From an optimization exercise on the open Yosys and OpenROAD flow, aimed at small area, a short achievable clock period and few clock cycles; shortcuts taken in it are not production practice. Only simulation tests tie the RTL to the original design; equivalence was not proved. Power is estimated from default activity; no workload was simulated.

## run A
## gf2m_block
module gf2m_block #(
    parameter integer M        = 8,
    parameter integer W        = 32,
    parameter [M-1:0] MOD_INIT = 8'h1B
) (
    input  wire         clk,
    input  wire         rst,
    input  wire         sel,
    input  wire         we,
    input  wire [3:0]   addr,
    input  wire [W-1:0] wdata,
    output reg  [W-1:0] rdata
);
==> flow/config.mk <==
export PLATFORM = sky130hd
export DESIGN_NAME = gf2m_block
export DESIGN_NICKNAME = gf2m_block
export VERILOG_FILES = /design/flow/design.v
export SDC_FILE = /design/flow/constraint.sdc
export NUM_CORES = 4
export LEC_CHECK = 0
export CAP_MARGIN = 20
export CELL_PAD_IN_SITES_DETAIL_PLACEMENT = 1
export CORE_MARGIN = 2
export CORE_UTILIZATION = 50
export SETUP_SLACK_MARGIN = 4.0
export SLEW_MARGIN = 20
export TNS_END_PERCENT = 0
==> flow/constraint.sdc <==
create_clock -name core_clock -period 9.0 [get_ports {clk}]
set_input_delay 1.8000 -clock core_clock [delete_from_list [all_inputs] [get_ports {clk}]]
set_output_delay 1.8000 -clock core_clock [all_outputs]
set_load 0.01 [all_outputs]
standard.sh (not shown) runs the stock make flow with config.mk's settings and CLKGATE_MAP_FILE= SYNTH_SCRIPT=/design/flow/synth_recipe.tcl, a recipe that flattens the netlist after the stock synthesis.
==> flow/flow/run.sh <==
#!/bin/bash
# The standard layout (the standard.sh: ORFS synthesis through finish), with
# one change: the port buffers that global placement inserts on every input and
# output are sky130_fd_sc_hd__buf_4 cells, where buffer_ports would otherwise
# pick the clkdlybuf4s50_1 delay cell. Synthesis runs first, unchanged.
set -euo pipefail
bash standard.sh synth > synth.log 2>&1
export BUFFER_PORTS_ARGS="-buffer_cell sky130_fd_sc_hd__buf_4"
bash standard.sh > layout.log 2>&1
Testbench counts of run A, summed over its fixed seeds: cycles 24,364.
Here is what was changed in the inputs of run B compared with run A.
# run A
export LEC_CHECK = 0
export CAP_MARGIN = 20
export CELL_PAD_IN_SITES_DETAIL_PLACEMENT = 1
export CORE_MARGIN = 2
export CORE_UTILIZATION = 50
export SETUP_SLACK_MARGIN = 4.0
export SLEW_MARGIN = 20
export TNS_END_PERCENT = 0
create_clock -name core_clock -period 9.0 [get_ports {clk}]
# run B
export LEC_CHECK = 0
export ABC_AREA = 1
export CAP_MARGIN = 20
export CELL_PAD_IN_SITES_DETAIL_PLACEMENT = 1
export CORE_MARGIN = 2
export CORE_UTILIZATION = 50
export SETUP_SLACK_MARGIN = 4.0
export SLEW_MARGIN = 20
export TNS_END_PERCENT = 0
create_clock -name core_clock -period 9.0 [get_ports {clk}]
Notes after the runs:
Re number of search-and-repair iterations in the first detailed-routing pass: run A was higher than run B.
The final reports for run B and run A show number of diodes added for antenna fixing higher in the former.
The worst-case setup margin in the final layout number comes out lower for run A vs run B.
Run B vs run A — maximum frequency climbed slightly
What run C does differently from run B at the input level:
# run B
export LEC_CHECK = 0
export ABC_AREA = 1
export CAP_MARGIN = 20
export CELL_PAD_IN_SITES_DETAIL_PLACEMENT = 1
export CORE_MARGIN = 2
export CORE_UTILIZATION = 50
export SETUP_SLACK_MARGIN = 4.0
export SLEW_MARGIN = 20
export TNS_END_PERCENT = 0
create_clock -name core_clock -period 9.0 [get_ports {clk}]
# run C
export LEC_CHECK = 0
export CAP_MARGIN = 20
export CELL_PAD_IN_SITES_DETAIL_PLACEMENT = 1
export CORE_MARGIN = 2
export CORE_UTILIZATION = 50
export SETUP_SLACK_MARGIN = 4.6
export SLEW_MARGIN = 20
export TNS_END_PERCENT = 0
create_clock -name core_clock -period 9.0 [get_ports {clk}]
Findings:
Looking at share of total power in combinational logic, run C sits 8.9 points higher than run B does. In run C, the register-to-register setup slack came out 0.83 ns below the value in run B. Between run B and run C, logic depth of the worst setup path including buffers is lower for run B, run C comes in above that. Changes observed in run C relative to run B: area of all placed cells without fillers rose 7.9%; non-clock buffer count rose 172. Launching instance or port of the critical path = addr[3]: run B; launching instance or port of the critical path = dy[4]: run C. Run C ended with every stage complete and zero timing, DRC or antenna violations. Run C reports a lower detailed placement HPWL than run B does. Count of multi-input gates in run C is about 20% lower than in run B.


rev 12:
Another version of the RTL of gf2m_block (not shown whole).
For scale: about 4100 cells after synthesis, about 32000 µm² of cells after synthesis.
==> flow/config.mk <==
export PLATFORM = sky130hd
export DESIGN_NAME = gf2m_block
export DESIGN_NICKNAME = gf2m_block
export VERILOG_FILES = /design/flow/design.v
export SDC_FILE = /design/flow/constraint.sdc
export NUM_CORES = 4
export LEC_CHECK = 0
export CAP_MARGIN = 20
export CELL_PAD_IN_SITES_DETAIL_PLACEMENT = 1
export CORE_MARGIN = 2
export CORE_UTILIZATION = 50
export SETUP_SLACK_MARGIN = 4.0
export SLEW_MARGIN = 20
export TNS_END_PERCENT = 0
==> flow/constraint.sdc <==
create_clock -name core_clock -period 9.0 [get_ports {clk}]
set_input_delay 1.8000 -clock core_clock [delete_from_list [all_inputs] [get_ports {clk}]]
set_output_delay 1.8000 -clock core_clock [all_outputs]
set_load 0.01 [all_outputs]
run.sh (not shown) runs the stock make flow with config.mk's settings and CLKGATE_MAP_FILE= SYNTH_SCRIPT=/design/flow/synth_recipe.tcl, a recipe that flattens the netlist after the stock synthesis.
Stock flow here: none of the scripts above is used.
The flow did not stop early for rev 12: all stages ran, and the layout cleared the timing, DRC and antenna checks.
Testbench counts of rev 12, summed over its fixed seeds: cycles 24,364.
Inputs modified between rev 12 and rev 13:
diff --git a/flow/config.mk b/flow/config.mk
--- a/flow/config.mk
+++ b/flow/config.mk
@@ -10,4 +10,4 @@
 export CORE_MARGIN = 2
-export CORE_UTILIZATION = 50
-export SETUP_SLACK_MARGIN = 4.0
+export CORE_UTILIZATION = 40
+export SETUP_SLACK_MARGIN = 3.5
 export SLEW_MARGIN = 20
--- outcome ---
Rev 13: full flow OK, the timing, DRC and antenna checks passed. From rev 12 to rev 13 the numbers moved as follows: clock network area share picked up an extra 0.36 points, maximum single-stage delay on the critical path rose by 0.05 ns, area of all placed cells without fillers neither gained nor lost much, global placer's final weighted congestion about even. Between rev 12 and rev 13, data arrival at the endpoint of the critical path increased.


gf2m_block, a different RTL version from the one above (not shown whole).
Size in the first run: roughly 5,200 cells after synthesis, ~390 flip-flops, ~72 I/O pins, roughly 32,000 um^2 of cells after synthesis.
==> flow/design.v (excerpt) <==
module gf2m_block #(
    parameter integer M        = 8,
    parameter integer W        = 32,
    parameter [M-1:0] MOD_INIT = 8'h1B
) (
    input  wire         clk,
    input  wire         rst,
    input  wire         sel,
    input  wire         we,
    input  wire [3:0]   addr,
    input  wire [W-1:0] wdata,
    output reg  [W-1:0] rdata
);
    localparam [3:0] A_CMD = 4'h0, A_STATUS = 4'h1, A_OPA = 4'h2, A_OPB = 4'h3,
                     A_MOD = 4'h4, A_RES0 = 4'h5, A_RES1 = 4'h6, A_RES2 = 4'h7,
                     A_PARAM = 4'h8;
    reg [W-1:0] opa, opb;
    reg [M-1:0] modlo;
    reg [W-1:0] res0, res1, res2;
    reg         busy, done, noinv, zero, err_op, err_busy;
    reg         is_inv;
    reg [W-1:0] x, y, gx, gy, hx, hy;
    reg         xu;           
    reg         v1;           
    reg [4:0]   dx, dy;       
    reg         pf;           
    reg         f0y, f0x, f0gy, f0gx, f1y, f1x, f1gy, f1gx, f2y, f2x;
    wire [W-1:0] mod_full = {{(W-M-1){1'b0}}, 1'b1, modlo};
    function automatic [5:0] pe8(input [7:0] p);   
        begin
            pe8[5] = |p;
            pe8[4:3] = 2'b00;
            if (|p[7:4]) begin
                pe8[2] = 1'b1;
                pe8[1] = |p[7:6];
                pe8[0] = p[7] | (~p[6] & p[5]);
            end else begin
                pe8[2] = 1'b0;
                pe8[1] = |p[3:2];
                pe8[0] = p[3] | (~p[2] & p[1]);
            end
        end
    endfunction
    function automatic [4:0] pe32(input [31:0] p);
        reg [5:0] a3, a2, a1, a0;
  ...
export LEC_CHECK = 0
export ABC_AREA = 1
export CAP_MARGIN = 20
export CELL_PAD_IN_SITES_DETAIL_PLACEMENT = 1
export CORE_MARGIN = 2
export CORE_UTILIZATION = 50
export SETUP_SLACK_MARGIN = 4.6
export SLEW_MARGIN = 20
export TNS_END_PERCENT = 0
create_clock -name core_clock -period 9.0 [get_ports {clk}]
standard.sh (not shown) runs the stock make flow with config.mk's settings and CLKGATE_MAP_FILE= SYNTH_SCRIPT=/design/flow/synth_recipe.tcl, a recipe that flattens the netlist after the stock synthesis.
Scripts as last shown in full above: flow/flow/run.sh
The baseline ran to the end with no violations.
Testbench counts at the start, summed over its fixed seeds: cycles 24,364.
Edit:
--- a/flow/config.mk
+++ b/flow/config.mk
@@ -13 +13 @@
-export SETUP_SLACK_MARGIN = 4.6
+export SETUP_SLACK_MARGIN = 4.2
The changed run ran to the end with no violations.
Via count is about the same.
Sequential share of layout area came out higher by 0.37 points.
Cell area came out lower by 1.6%.
Total power came out lower by 3.2%.
Wire length came out lower by 2.0%.
Register-to-register slack is better by 0.35 ns.
Hold slack hardly moves.
Setup slack is better by 0.22 ns.
Global-route usage came out lower by 0.11 points.
Die area does not change.
Core utilization came out lower by 0.88 points.
Edit:
--- a/flow/config.mk
+++ b/flow/config.mk
@@ -13 +13 @@
-export SETUP_SLACK_MARGIN = 4.2
+export SETUP_SLACK_MARGIN = 4.0
Result:
- routed wire length decreases slightly
- non-clock buffer count fell by 2
- design area is about the same
- core utilization hardly moves
- die area stays the same


== red ==
The RTL this note starts from:
==> flow/design.v <==
module gf2m_block #(
    parameter integer M        = 8,
    parameter integer W        = 32,
    parameter [M-1:0] MOD_INIT = 8'h1B
) (
    input  wire         clk,
    input  wire         rst,
    input  wire         sel,
    input  wire         we,
    input  wire [3:0]   addr,
    input  wire [W-1:0] wdata,
    output reg  [W-1:0] rdata
);
    localparam [3:0] A_CMD = 4'h0, A_STATUS = 4'h1, A_OPA = 4'h2, A_OPB = 4'h3,
                     A_MOD = 4'h4, A_RES0 = 4'h5, A_RES1 = 4'h6, A_RES2 = 4'h7,
                     A_PARAM = 4'h8;
    reg [W-1:0] opa, opb;
    reg [M-1:0] modlo;
    reg [W-1:0] res0, res1, res2;
    reg         busy, done, noinv, zero, err_op, err_busy;
    reg         is_inv;
    reg [W-1:0] x, y, gx, gy, hx, hy;
    reg         xu;           
    reg         v1;           
    wire [W-1:0] mod_full = {{(W-M-1){1'b0}}, 1'b1, modlo};
    function automatic [31:0] smear(input [31:0] p);
        reg [31:0] s;
        begin
            s = p;
            s = s | {1'b0, s[31:1]};
            s = s | {2'b0, s[31:2]};
            s = s | {4'b0, s[31:4]};
            s = s | {8'b0, s[31:8]};
            s = s | {16'b0, s[31:16]};
            smear = s;
        end
    endfunction
    function automatic [4:0] sdeg(input [31:0] s);
        integer i;
        reg [4:0] d;
        reg [32:0] se;
        begin
            d = 5'd0;
            se = {1'b0, s};
            for (i = 1; i < 32; i = i + 1)
                if (se[i] && !se[i+1]) d = d | i[4:0];
            sdeg = d;
        end
    endfunction
    function automatic sbit(input [31:0] p, input [31:0] s);
        integer i;
        reg b;
        reg [32:0] se;
        begin
            b = 1'b0;
            se = {1'b0, s};
            for (i = 0; i < 31; i = i + 1)
                b = b | (p[i] & se[i+1] & !se[i+2]);
            sbit = b;
        end
    endfunction
    function automatic [5:0] pe8(input [7:0] p);   
        begin
            pe8[5] = |p;
            pe8[4:3] = 2'b00;
            if (|p[7:4]) begin
                pe8[2] = 1'b1;
                pe8[1] = |p[7:6];
                pe8[0] = p[7] | (~p[6] & p[5]);
            end else begin
                pe8[2] = 1'b0;
                pe8[1] = |p[3:2];
                pe8[0] = p[3] | (~p[2] & p[1]);
            end
        end
    endfunction
    function automatic [4:0] pe32(input [31:0] p);
        reg [5:0] a3, a2, a1, a0;
        reg h1, h0;
        reg [2:0] l1, l0;
        begin
            a3 = pe8(p[31:24]); a2 = pe8(p[23:16]); a1 = pe8(p[15:8]); a0 = pe8(p[7:0]);
            h1 = a3[5] | a2[5];
            l1 = a3[5] ? a3[2:0] : a2[2:0];
            l0 = a1[5] ? a1[2:0] : a0[2:0];
            pe32[4] = h1;
            pe32[3] = h1 ? a3[5] : a1[5];
            pe32[2:0] = h1 ? l1 : l0;
        end
    endfunction
    wire [7:0] cmd_width = wdata[15:8];
    reg [W-1:0] deg_mask;
    integer k;
    always @* begin
        for (k = 0; k < W; k = k + 1)
            deg_mask[k] = (cmd_width == 8'd0) || (k < cmd_width);
    end
    wire [W-1:0] deg_scan   = opa & deg_mask;
    wire [4:0]   deg_result = pe32(deg_scan);
    function automatic [M-1:0] xtime(input [M-1:0] xx);
        begin
            xtime = xx[M-1] ? ({xx[M-2:0], 1'b0} ^ modlo) : {xx[M-2:0], 1'b0};
        end
    endfunction
    reg [M-1:0] ftab [0:M-1];
    reg [M-1:0] fmul_result;
    integer t;
    always @* begin
        ftab[0] = opa[M-1:0];
        for (t = 1; t < M; t = t + 1)
            ftab[t] = xtime(ftab[t-1]);
        fmul_result = {M{1'b0}};
        for (t = 0; t < M; t = t + 1)
            if (opb[t]) fmul_result = fmul_result ^ ftab[t];
    end
    wire [31:0] sx = smear(x);
    wire [31:0] sy = smear(y);
    wire [4:0]  dx = pe32(x);
    wire [4:0]  dy = pe32(y);
    wire [5:0]  jxy  = {1'b0, dx} - {1'b0, dy};
    wire [5:0]  jyx  = {1'b0, dy} - {1'b0, dx};
    wire        x_gt = jyx[5];                 
    wire        y_gt = jxy[5];                 
    wire        rx   = x_gt | (xu & ~y_gt);
    wire [4:0]  j    = rx ? jxy[4:0] : jyx[4:0];    
    wire [W-1:0] dvp = rx ? y  : x;     
    wire [W-1:0] dvg = rx ? gy : gx;
    wire [W-1:0] dvh = rx ? hy : hx;
    wire xb1 = sbit(x, sx);
    wire yb1 = sbit(y, sy);
    wire q1  = (x_gt | y_gt) & (xb1 ^ yb1);
    function automatic [W:0] shl(input [W-1:0] p, input [4:0] n);
        reg [W:0] s;
        begin
            s = {1'b0, p};
            if (n[0]) s = {s[W-1:0], 1'b0};
            if (n[1]) s = {s[W-2:0], 2'b0};
            if (n[2]) s = {s[W-4:0], 4'b0};
            if (n[3]) s = {s[W-8:0], 8'b0};
            if (n[4]) s = {s[W-16:0], 16'b0};
            shl = s;
        end
    endfunction
    wire [W:0] sp = shl(dvp, j);
    wire [W:0] sg = shl(dvg, j);
    wire [W:0] sh = shl(dvh, j);
    wire [W-1:0] tp = sp[W-1:0] ^ (q1 ? sp[W:1] : {W{1'b0}});
    wire [W-1:0] tg = sg[W-1:0] ^ (q1 ? sg[W:1] : {W{1'b0}});
    wire [W-1:0] th = sh[W-1:0] ^ (q1 ? sh[W:1] : {W{1'b0}});
    wire         u_z  = xu ? (x == {W{1'b0}}) : (y == {W{1'b0}});
    wire [W-1:0] fv   = xu ? y  : x;
    wire [W-1:0] fg   = xu ? gy : gx;
    wire [W-1:0] fh   = xu ? hy : hx;
    wire         gcd1 = v1;                 
    wire [W-1:0] r0n  = is_inv ? (gcd1 ? fg : {W{1'b0}}) : fv;
    wire [W-1:0] r1n  = is_inv ? fv : fg;
    wire [W-1:0] r2n  = fh;
    wire pend     = busy & u_z;             
    wire busy_eff = busy & ~u_z;
    wire step     = busy & ~u_z;
    wire wr = sel & we;
    wire [3:0] cmd_op = wdata[3:0];
    wire cmd_legal = (cmd_op >= 4'h1) && (cmd_op <= 4'h4);
    wire cmd_acc = wr && (addr == A_CMD) && !busy_eff;    
    wire c_deg  = (cmd_op == 4'h1);
    wire c_fmul = (cmd_op == 4'h2);
    wire c_eea  = (cmd_op == 4'h3);
    wire c_inv  = (cmd_op == 4'h4);
    wire opa_z = (opa == {W{1'b0}});
    wire opb_z = (opb == {W{1'b0}});
    wire eea_now = opa_z || opb_z;
    always @(posedge clk) begin
        if (rst) begin
            opa      <= {W{1'b0}};
            opb      <= {W{1'b0}};
            modlo    <= MOD_INIT;
            res0     <= {W{1'b0}};
            res1     <= {W{1'b0}};
            res2     <= {W{1'b0}};
            busy     <= 1'b0;
            done     <= 1'b0;
            noinv    <= 1'b0;
            zero     <= 1'b0;
            err_op   <= 1'b0;
            err_busy <= 1'b0;
            is_inv   <= 1'b0;
        end else begin
            if (pend) begin
                res0  <= r0n;
                res1  <= r1n;
                res2  <= r2n;
                noinv <= is_inv & ~gcd1;
                busy  <= 1'b0;
                done  <= 1'b1;
            end
            if (wr) begin
                case (addr)
                    A_CMD, A_OPA, A_OPB, A_MOD: begin
                        if (busy_eff) begin
                            err_busy <= 1'b1;
                        end else begin
                            case (addr)
                                A_OPA: opa <= wdata;
                                A_OPB: opb <= wdata;
                                A_MOD: modlo <= wdata[M-1:0];
                                default: begin   
                                    noinv  <= 1'b0;
                                    zero   <= 1'b0;
                                    done   <= 1'b1;
                                    err_op <= !cmd_legal;
                                    is_inv <= c_inv;
                                    if (c_deg) begin
                                        res0 <= {{(W-5){1'b0}}, deg_result};
                                        res1 <= {W{1'b0}};
                                        res2 <= {W{1'b0}};
                                        zero <= (deg_scan == {W{1'b0}});
                                    end
                                    if (c_fmul) begin
                                        res0 <= {{(W-M){1'b0}}, fmul_result};
                                        res1 <= {W{1'b0}};
                                        res2 <= {W{1'b0}};
                                    end
                                    if (c_eea) begin
                                        if (eea_now) begin
                                            res0 <= opa_z ? opb : opa;
                                            res1 <= {{(W-1){1'b0}}, !opa_z};
                                            res2 <= {{(W-1){1'b0}}, opa_z};
                                        end else begin
                                            done <= 1'b0;
                                            busy <= 1'b1;
                                        end
                                    end
                                    if (c_inv) begin
                                        if (opa_z) begin
                                            res0  <= {W{1'b0}};
                                            res1  <= mod_full;
                                            res2  <= {{(W-1){1'b0}}, 1'b1};
                                            noinv <= 1'b1;
                                        end else begin
                                            done <= 1'b0;
                                            busy <= 1'b1;
                                        end
                                    end
                                end
                            endcase
                        end
                    end
                    A_STATUS: if (wdata[5]) err_busy <= 1'b0;
                    default: ;
                endcase
            end
        end
    end
    always @(posedge clk) begin
        if (cmd_acc) begin
            x  <= opa;
            y  <= c_inv ? mod_full : opb;
            gx <= {{(W-1){1'b0}}, 1'b1};
            gy <= {W{1'b0}};
            hx <= {W{1'b0}};
            hy <= {{(W-1){1'b0}}, 1'b1};
            xu <= 1'b1;
        end else if (step) begin
            if (rx) begin
                x  <= x  ^ tp;
                gx <= gx ^ tg;
                hx <= hx ^ th;
            end else begin
                y  <= y  ^ tp;
                gy <= gy ^ tg;
                hy <= hy ^ th;
            end
            xu <= rx;
            v1 <= (dvp == {{(W-1){1'b0}}, 1'b1});
        end
    end
    wire [W-1:0] rd_res0 = pend ? r0n : res0;
    wire [W-1:0] rd_res1 = pend ? r1n : res1;
    wire [W-1:0] rd_res2 = pend ? r2n : res2;
    wire         rd_noinv = pend ? (is_inv & ~gcd1) : noinv;
    always @* begin
        case (addr)
            A_STATUS: rdata = {{(W-6){1'b0}}, err_busy, err_op, zero, rd_noinv,
                               done | pend, busy_eff};
            A_OPA:    rdata = opa;
            A_OPB:    rdata = opb;
            A_MOD:    rdata = mod_full;
            A_RES0:   rdata = rd_res0;
            A_RES1:   rdata = rd_res1;
            A_RES2:   rdata = rd_res2;
            A_PARAM:  rdata = {{(W-16){1'b0}}, W[7:0], M[7:0]};
            default:  rdata = {W{1'b0}};
        endcase
    end
endmodule
clock: 9.0 ns
lec_check: 0
cap_margin: 20
cell_pad_in_sites_detail_placement: 1
core_margin: 2
core_utilization: 40
setup_slack_margin: 2.5
slew_margin: 20
run.sh (not shown) runs the stock make flow with config.mk's settings and CLKGATE_MAP_FILE= SYNTH_SCRIPT=/design/flow/synth_recipe.tcl, a recipe that flattens the netlist after the stock synthesis.
Stock flow here: none of the scripts above is used.
The flow did not stop early for red: all stages ran, and the layout cleared the timing, DRC and antenna checks.
Testbench counts of red, summed over its fixed seeds: cycles 24,364.
### red -> orange
- TNS_END_PERCENT newly set to 0
- SETUP_SLACK_MARGIN changed from 2.5 to 3.5
### Flow results
- The fmax reported for orange is greater than that of red by about 1.1%.
- Largest clock skew in the final design ended up 0.0096 ns higher on orange than on red.
- In the metrics for orange and red, the one carrying the higher clock power share is red.

afterwards: timing with drivers on the ports:
No port has a modelled driver above. Below, the same layouts with a new extraction and two added sets of constraints. Step 1 (the two cells are an assumption about what drives the block):
set clk [get_ports {clk}]
set_driving_cell -lib_cell sky130_fd_sc_hd__clkbuf_16 $clk
set_driving_cell -lib_cell sky130_fd_sc_hd__buf_2 [delete_from_list [all_inputs] $clk]
Step 2 moves the port delays by t, midway between the first and last clock arrival at a register: inputs arrive t later, outputs are due t later. That takes back most of the time a late clock gives input paths. Three values: ideal ports, drivers, drivers and shift; two values: the first two.
run	t, ns	setup WS [ns]	worst setup path after step 2	latest minus earliest clock arrival (ns)
run A	0.665	3.678 / 3.641 / 3.230	input to register	0.055 / 0.055
run B	0.675	3.705 / 3.644 / 3.246	input to register	0.056 / 0.057
run C	0.682	3.115 / 3.115 / 3.115	register to register	0.025 / 0.025
rev 12	0.671	3.407 / 3.341 / 3.177	input to register	0.021 / 0.020
rev 13	0.678	3.317 / 3.276 / 2.852	input to register	0.023 / 0.022
the first run of note 3	0.695	3.276 / 3.276 / 3.124	input to register	0.056 / 0.056
the second run of note 3	0.683	3.495 / 3.423 / 3.385	input to register	0.053 / 0.053
the third run of note 3	0.683	3.596 / 3.564 / 3.424	input to register	0.058 / 0.058
red	0.679	2.378 / 2.309 / 2.390	register to register	0.034 / 0.035
orange	0.700	2.450 / 2.450 / 2.450	register to register	0.044 / 0.044
After both steps every run listed still meets setup and hold. The setup slack of rev 13, which loses most, moves by -0.041 ns with the drivers and by -0.465 ns with both steps.
